From an optimization exercise on the open Yosys and OpenROAD flow, aimed at small area, a short achievable clock period and few clock cycles; shortcuts taken in it are not production practice.
Where RTL was checked, it was by simulation tests only, not by an equivalence proof against the original.
The flow treats the clock pin as an ideal source, which a real chip does not have.
Power figures rest on the tool's default switching activity, not on a simulated workload.

==> flow/design.v <==
module cs281_dl_rx (
    input  wire       clk,
    input  wire       rst,         
    input  wire       in_valid,
    input  wire [7:0] in_data,
    output wire       in_ready,
    output wire       ev_valid,
    input  wire       ev_ready,
    output wire [1:0] ev_kind,
    output wire [7:0] ev_data,
    output wire       ev_last,
    output wire [7:0] fault
);
    localparam [7:0] START = 8'h7B;
    localparam [7:0] STOP  = 8'h7D;
    localparam [7:0] ESC   = 8'h5C;
    localparam integer N  = 64;         
    localparam integer RP = 19;         
    localparam integer SQ = 6;          
    function automatic [5:0] step;
        input [5:0] x;
        begin
            step = {x[4:0], x[5] ^ x[4] ^ (x[4:0] == 5'd0)};
        end
    endfunction
    function automatic [5:0] ofs;
        input integer v;
        integer j;
        begin
            ofs = 6'd0;
            for (j = 0; j < ((64 - (v % 64)) % 64); j = j + 1)
                ofs = step(ofs);
        end
    endfunction
    localparam [5:0] O_0     = ofs(0);
    localparam [5:0] O_1     = ofs(1);
    localparam [5:0] O_2     = ofs(2);
    localparam [5:0] O_DWEM1 = ofs(1 - RP + 1 + 64);
    localparam [5:0] O_DRAL1 = ofs(N - RP + 1);
    localparam [1:0] KIND_BYTE     = 2'd0;
    localparam [1:0] KIND_EMPTY    = 2'd1;
    localparam [1:0] KIND_MISMATCH = 2'd2;
    localparam [1:0] KIND_FRAMING  = 2'd3;
    reg  [7:0] ring [0:N-1];
    reg  [5:0] dr, dw;
    reg        rempty;
    reg        dwem;                    
    reg        full;                    
    reg        qe;                      
    reg        p_esc, p_hi0;            
    reg        wpar;                    
    reg        q0s;                     
    reg        f_any, f_ovf;            
    reg  [SQ-1:0] sq;                   
    reg  [SQ-1:0] th;                   
    reg           push_q, good_q;       
    reg        r_pos0, r_esc, r_emit, r_stop;    
    reg        fc_start, fc_esc, fc_rc, fc_la;   
    reg        in_ready_q;
    reg        wr_ok_q;                 
    reg        wr_en_q;                 
    reg        ev_valid_q, skip_q;      
    reg  [1:0] ev_kind_q;
    reg        ev_last_q;
    wire qfull   = full && !th[0] && !push_q;
    wire accept  = in_valid && in_ready_q;
    wire wr      = in_valid && wr_en_q;
    wire comp    = (in_data == STOP) && !qe && !p_esc;
    wire push    = wr && comp;
    wire good    = p_hi0 && !wpar;
    wire consume = skip_q || (ev_valid_q && ev_ready);
    wire pop     = skip_q && r_stop;    
    integer i;
    always @(posedge clk) begin
        ring[0] <= wr_ok_q ? in_data : ring[N-1];
        for (i = 1; i < N; i = i + 1)
            ring[i] <= ring[i-1];
    end
    wire rempty_n = !wr && (rempty || (consume && dwem));
    wire dw1_n    = wr || (dw == O_2);
    wire dr1_n    = !(wr && rempty) && !consume && (dr == O_2);
    wire wr_ok_n  = rempty_n || (dw1_n && !dr1_n);
    always @(posedge clk) begin
        if (rst) begin
            rempty <= 1'b1;
        end else begin
            rempty <= rempty_n;
        end
        dw   <= wr ? O_1 : step(dw);
        dr   <= (wr && rempty) ? O_0 : consume ? dr : step(dr);
        dwem <= !wr && (dw == O_DWEM1);
        if (rst)
            full <= 1'b0;
        else if (wr && !consume)
            full <= !rempty && (dr == O_2);     
        else if (consume && !wr)
            full <= 1'b0;
    end
    wire f_any_n = f_any || (accept && (qfull || (comp && !q0s)));
    wire full_n  = (wr && !consume) ? (!rempty && (dr == O_2))
                 : (consume && !wr) ? 1'b0 : full;
    wire th0_n   = push_q || (pop ? th[1] : th[0]);
    wire qfull_n = full_n && !th0_n && !wr;
    wire hold_n  = f_any || (accept && (qfull || (!qe && !q0s)));
    wire sq_room = !th[SQ-2] && !(th[SQ-3] && push_q);
    always @(posedge clk) begin
        if (rst) begin
            qe    <= 1'b1;
            f_any <= 1'b0;
            f_ovf <= 1'b0;
            in_ready_q <= 1'b1;
            wr_ok_q    <= 1'b1;
            wr_en_q    <= 1'b1;
        end else begin
            f_any <= f_any_n;
            if (accept && qfull) f_ovf <= 1'b1;
            in_ready_q <= !hold_n && sq_room && (qfull_n || wr_ok_n);
            wr_ok_q    <= wr_ok_n;
            wr_en_q    <= !hold_n && sq_room && !qfull_n && wr_ok_n;
            if (wr) begin
                qe   <= comp;
                wpar <= !qe && (wpar ^ (^in_data));
            end
        end
    end
    always @(posedge clk) begin
        if (wr) begin
            p_esc <= (in_data == ESC);
            p_hi0 <= (in_data[7:1] == 7'd0);
            if (qe) q0s <= (in_data == START);
        end
    end
    integer k;
    always @(posedge clk) begin
        if (rst) begin
            push_q <= 1'b0;
        end else begin
            push_q <= push;
        end
        good_q <= good;
        if (rst) begin
            th <= {SQ{1'b0}};
        end else if (push_q && !pop) begin
            th <= {th[SQ-2:0], 1'b1};
        end else if (pop && !push_q) begin
            th <= {1'b0, th[SQ-1:1]};
        end
        for (k = 0; k < SQ; k = k + 1) begin
            if (push_q && (pop ? (th[k] && (k == SQ-1 || !th[k+1]))
                               : ((k == 0 || th[k-1]) && !th[k])))
                sq[k] <= good_q;
            else if (pop)
                sq[k] <= (k == SQ-1) ? 1'b0 : sq[k+1];
        end
    end
    wire [7:0] m0 = ring[RP-1];
    wire [7:0] m1 = ring[RP-2];
    wire [7:0] m2 = ring[RP-3];
    wire [7:0] m3 = ring[RP-4];
    wire m0_esc  = (m0 == ESC);
    wire m1_esc  = (m1 == ESC);
    wire nf_start = (m0 == START);
    wire nf_esc   = m0_esc;
    wire nf_rc    = (m1 == STOP) && !m0_esc;
    wire nf_la    = ((m2 == STOP) && !m1_esc) || (m1_esc && (m3 == STOP) && (m2 != ESC));
    always @(posedge clk) begin
        fc_start <= nf_start;
        fc_esc   <= nf_esc;
        fc_rc    <= nf_rc;
        fc_la    <= nf_la;
    end
    reg a_pos0, a_esc, a_emit, a_stop;
    always @(*) begin
        a_pos0 = 1'b0;
        a_esc  = r_esc;
        a_emit = r_emit;
        a_stop = 1'b0;
        if (r_stop) begin
            a_pos0 = 1'b1; a_esc = 1'b0; a_emit = 1'b0;
        end else if (r_pos0) begin
            a_stop = !fc_start || fc_rc;
        end else if (fc_rc) begin
            a_stop = 1'b1;
        end else if (!r_esc && fc_esc) begin
            a_esc = 1'b1;
        end else begin
            a_esc = 1'b0;
            if (sq[0]) a_emit = 1'b1;
        end
    end
    function automatic [3:0] beat;      
        input pos0, esc, emitd, stop, g;
        begin
            beat = 4'b0_00_1;
            if (stop) begin
                beat = 4'b0_00_1;
            end else if (pos0) begin
                beat = {1'b1, nf_start ? KIND_MISMATCH : KIND_FRAMING, 1'b1};
                if (nf_start && !nf_rc) beat[3] = 1'b0;
            end else if (nf_rc) begin
                beat = {!g || !emitd, g ? KIND_EMPTY : KIND_MISMATCH, 1'b1};
            end else if (esc || !nf_esc) begin
                beat = {g, KIND_BYTE, nf_la};
            end
        end
    endfunction
    wire       act1 = !dwem && (th[1] || (th[0] && !r_stop));
    wire       g1   = r_stop ? sq[1] : sq[0];
    wire [3:0] b1   = beat(a_pos0, a_esc, a_emit, a_stop, g1);
    wire       act0 = !rempty && th[0] && (dr == O_DRAL1);
    wire [3:0] b0   = beat(r_pos0, r_esc, r_emit, r_stop, sq[0]);
    always @(posedge clk) begin
        if (rst) begin
            r_pos0 <= 1'b1;
            r_esc  <= 1'b0;
            r_emit <= 1'b0;
            r_stop <= 1'b0;
            ev_valid_q <= 1'b0;
            skip_q     <= 1'b0;
        end else begin
            if (consume) begin
                r_pos0 <= a_pos0;
                r_esc  <= a_esc;
                r_emit <= a_emit;
                r_stop <= a_stop;
            end
            ev_valid_q <= consume ? (act1 &&  b1[3]) : (act0 &&  b0[3]);
            skip_q     <= consume ? (act1 && !b1[3]) : (act0 && !b0[3]);
        end
        ev_kind_q <= consume ? b1[2:1] : b0[2:1];
        ev_last_q <= consume ? b1[0]   : b0[0];
    end
    assign in_ready = in_ready_q;
    assign ev_valid = ev_valid_q;
    assign ev_kind  = ev_kind_q;
    assign ev_data  = ring[RP];
    assign ev_last  = ev_last_q;
    assign fault    = {2'b00, f_any, f_ovf, 4'b0000};
endmodule
clock: 8.0 ns
lec_check: 0
abc_clock_period_in_ps: 2500
cap_margin: 20
core_margin: 2
core_utilization: 40
cts_buf_list: sky130_fd_sc_hd__clkbuf_16
cts_cluster_diameter: 100
cts_cluster_size: 30
place_density: 0.6
slew_margin: 20
standard.sh (not shown) runs the stock make flow with config.mk's settings and CLKGATE_MAP_FILE= SYNTH_SCRIPT=/design/flow/synth_recipe.tcl, a recipe that flattens the netlist after the stock synthesis.
==> flow/flow/run.sh <==
#!/bin/bash
# Standard layout, with a tighter timing-repair target, faster port buffers,
# and the clock tree's root buffer removed after CTS (flow/post_cts.tcl).
set -euo pipefail
bash standard.sh SETUP_SLACK_MARGIN=5.5 "BUFFER_PORTS_ARGS=-buffer_cell sky130_fd_sc_hd__buf_2" POST_CTS_TCL=$PWD/flow/post_cts.tcl finish > standard_flow.log 2>&1
==> flow/flow/post_cts.tcl <==
set root_pins [get_pins -of_objects [get_nets clk] -filter "direction == input"]
set root [get_cells -of_objects $root_pins]
if { [llength $root_pins] == 1 } {
  set next [get_pins -of_objects [get_nets -of_objects [get_pins -of_objects $root -filter "direction == output"]] -filter "direction == input"]
  if { [llength $next] <= 4 } {
    puts "post_cts: removing clock root buffer [get_full_name $root]"
    remove_buffers $root
    estimate_parasitics -placement
    repair_timing_helper
    detailed_placement
    check_placement -verbose
  }
}
Testbench counts at the start, summed over its fixed seeds: cycles 24,382.
Edit:
--- a/flow/design.v
+++ b/flow/design.v
@@ -16,28 +16,10 @@
     localparam [7:0] ESC   = 8'h5C;
     localparam integer N  = 64;         
     localparam integer RP = 19;         
     localparam integer SQ = 6;          
-    function automatic [5:0] step;
-        input [5:0] x;
-        begin
-            step = {x[4:0], x[5] ^ x[4] ^ (x[4:0] == 5'd0)};
-        end
-    endfunction
-    function automatic [5:0] ofs;
-        input integer v;
-        integer j;
-        begin
-            ofs = 6'd0;
-            for (j = 0; j < ((64 - (v % 64)) % 64); j = j + 1)
-                ofs = step(ofs);
-        end
-    endfunction
-    localparam [5:0] O_0     = ofs(0);
-    localparam [5:0] O_1     = ofs(1);
-    localparam [5:0] O_2     = ofs(2);
-    localparam [5:0] O_DWEM1 = ofs(1 - RP + 1 + 64);
-    localparam [5:0] O_DRAL1 = ofs(N - RP + 1);
+    localparam [5:0] DR_AL = N - RP;    
+    localparam [5:0] DW_EM = 1 - RP;    
     localparam [1:0] KIND_BYTE     = 2'd0;
     localparam [1:0] KIND_EMPTY    = 2'd1;
     localparam [1:0] KIND_MISMATCH = 2'd2;
     localparam [1:0] KIND_FRAMING  = 2'd3;
@@ -76,29 +58,29 @@
         for (i = 1; i < N; i = i + 1)
             ring[i] <= ring[i-1];
     end
     wire rempty_n = !wr && (rempty || (consume && dwem));
-    wire dw1_n    = wr || (dw == O_2);
-    wire dr1_n    = !(wr && rempty) && !consume && (dr == O_2);
+    wire dw1_n    = wr || (dw == 6'd2);
+    wire dr1_n    = !(wr && rempty) && !consume && (dr == 6'd2);
     wire wr_ok_n  = rempty_n || (dw1_n && !dr1_n);
     always @(posedge clk) begin
         if (rst) begin
             rempty <= 1'b1;
         end else begin
             rempty <= rempty_n;
         end
-        dw   <= wr ? O_1 : step(dw);
-        dr   <= (wr && rempty) ? O_0 : consume ? dr : step(dr);
-        dwem <= !wr && (dw == O_DWEM1);
+        dw   <= wr ? 6'd1 : dw - 6'd1;
+        dr   <= (wr && rempty) ? 6'd0 : consume ? dr : dr - 6'd1;
+        dwem <= !wr && (dw == DW_EM + 6'd1);
         if (rst)
             full <= 1'b0;
         else if (wr && !consume)
-            full <= !rempty && (dr == O_2);     
+            full <= !rempty && (dr == 6'd2);     
         else if (consume && !wr)
             full <= 1'b0;
     end
     wire f_any_n = f_any || (accept && (qfull || (comp && !q0s)));
-    wire full_n  = (wr && !consume) ? (!rempty && (dr == O_2))
+    wire full_n  = (wr && !consume) ? (!rempty && (dr == 6'd2))
                  : (consume && !wr) ? 1'b0 : full;
     wire th0_n   = push_q || (pop ? th[1] : th[0]);
     wire qfull_n = full_n && !th0_n && !wr;
     wire hold_n  = f_any || (accept && (qfull || (!qe && !q0s)));
@@ -206,9 +188,9 @@
     endfunction
     wire       act1 = !dwem && (th[1] || (th[0] && !r_stop));
     wire       g1   = r_stop ? sq[1] : sq[0];
     wire [3:0] b1   = beat(a_pos0, a_esc, a_emit, a_stop, g1);
-    wire       act0 = !rempty && th[0] && (dr == O_DRAL1);
+    wire       act0 = !rempty && th[0] && (dr == DR_AL + 6'd1);
     wire [3:0] b0   = beat(r_pos0, r_esc, r_emit, r_stop, sq[0]);
     always @(posedge clk) begin
         if (rst) begin
             r_pos0 <= 1'b1;
What happened:
- The changed run finished clean
- cell area went up by 0.80%
- register-to-register slack loses 140 ps
- sequential power rose by about 5%
- total power came out higher by 5.1%
- global-route usage is about the same
- count of clock-buffer cells in the layout increases by 1
- via count grows by 0.93%
- maximum frequency grows by 0.55%
- flip-flop and latch count stays the same
- clock skew goes down by 3.7 ps
Function not checked in the second run of this note: the RTL went through the layout flow alone.

==> separate check: timing with driven ports <==
In the flow no input, the clock included, has a driving cell. The finished layouts below were timed again as built, in two steps.
Step 1 sets driving cells, clkbuf_16 on the clock port and buf_2 on the other inputs (assumed; they add their load-dependent delay and slew).
Step 2 times the ports against the registers' clock, not the clock port: input delays grow and output delays shrink by t, the midpoint of the rising clock arrivals with the driver on.
Slacks: ideal / step 1 / step 2; pairs: ideal / step 1.
run | t, ns | setup WS [ns] | latest minus earliest clock arrival (ns) | slew at the worst register clock pin (ns) | worst data-port slew with drivers (ns)
the first run | 0.458 | 5.490 / 5.435 / 5.132 | 0.025 / 0.024 | 0.12 / 0.12 | 0.07
the second run | 0.454 | 5.504 / 5.447 / 5.097 | 0.022 / 0.022 | 0.11 / 0.11 | 0.07
After both steps setup and hold are still met in every run listed. For the second run, which loses most, drivers alone change the setup slack by -0.057 ns; drivers and shift together by -0.407 ns.
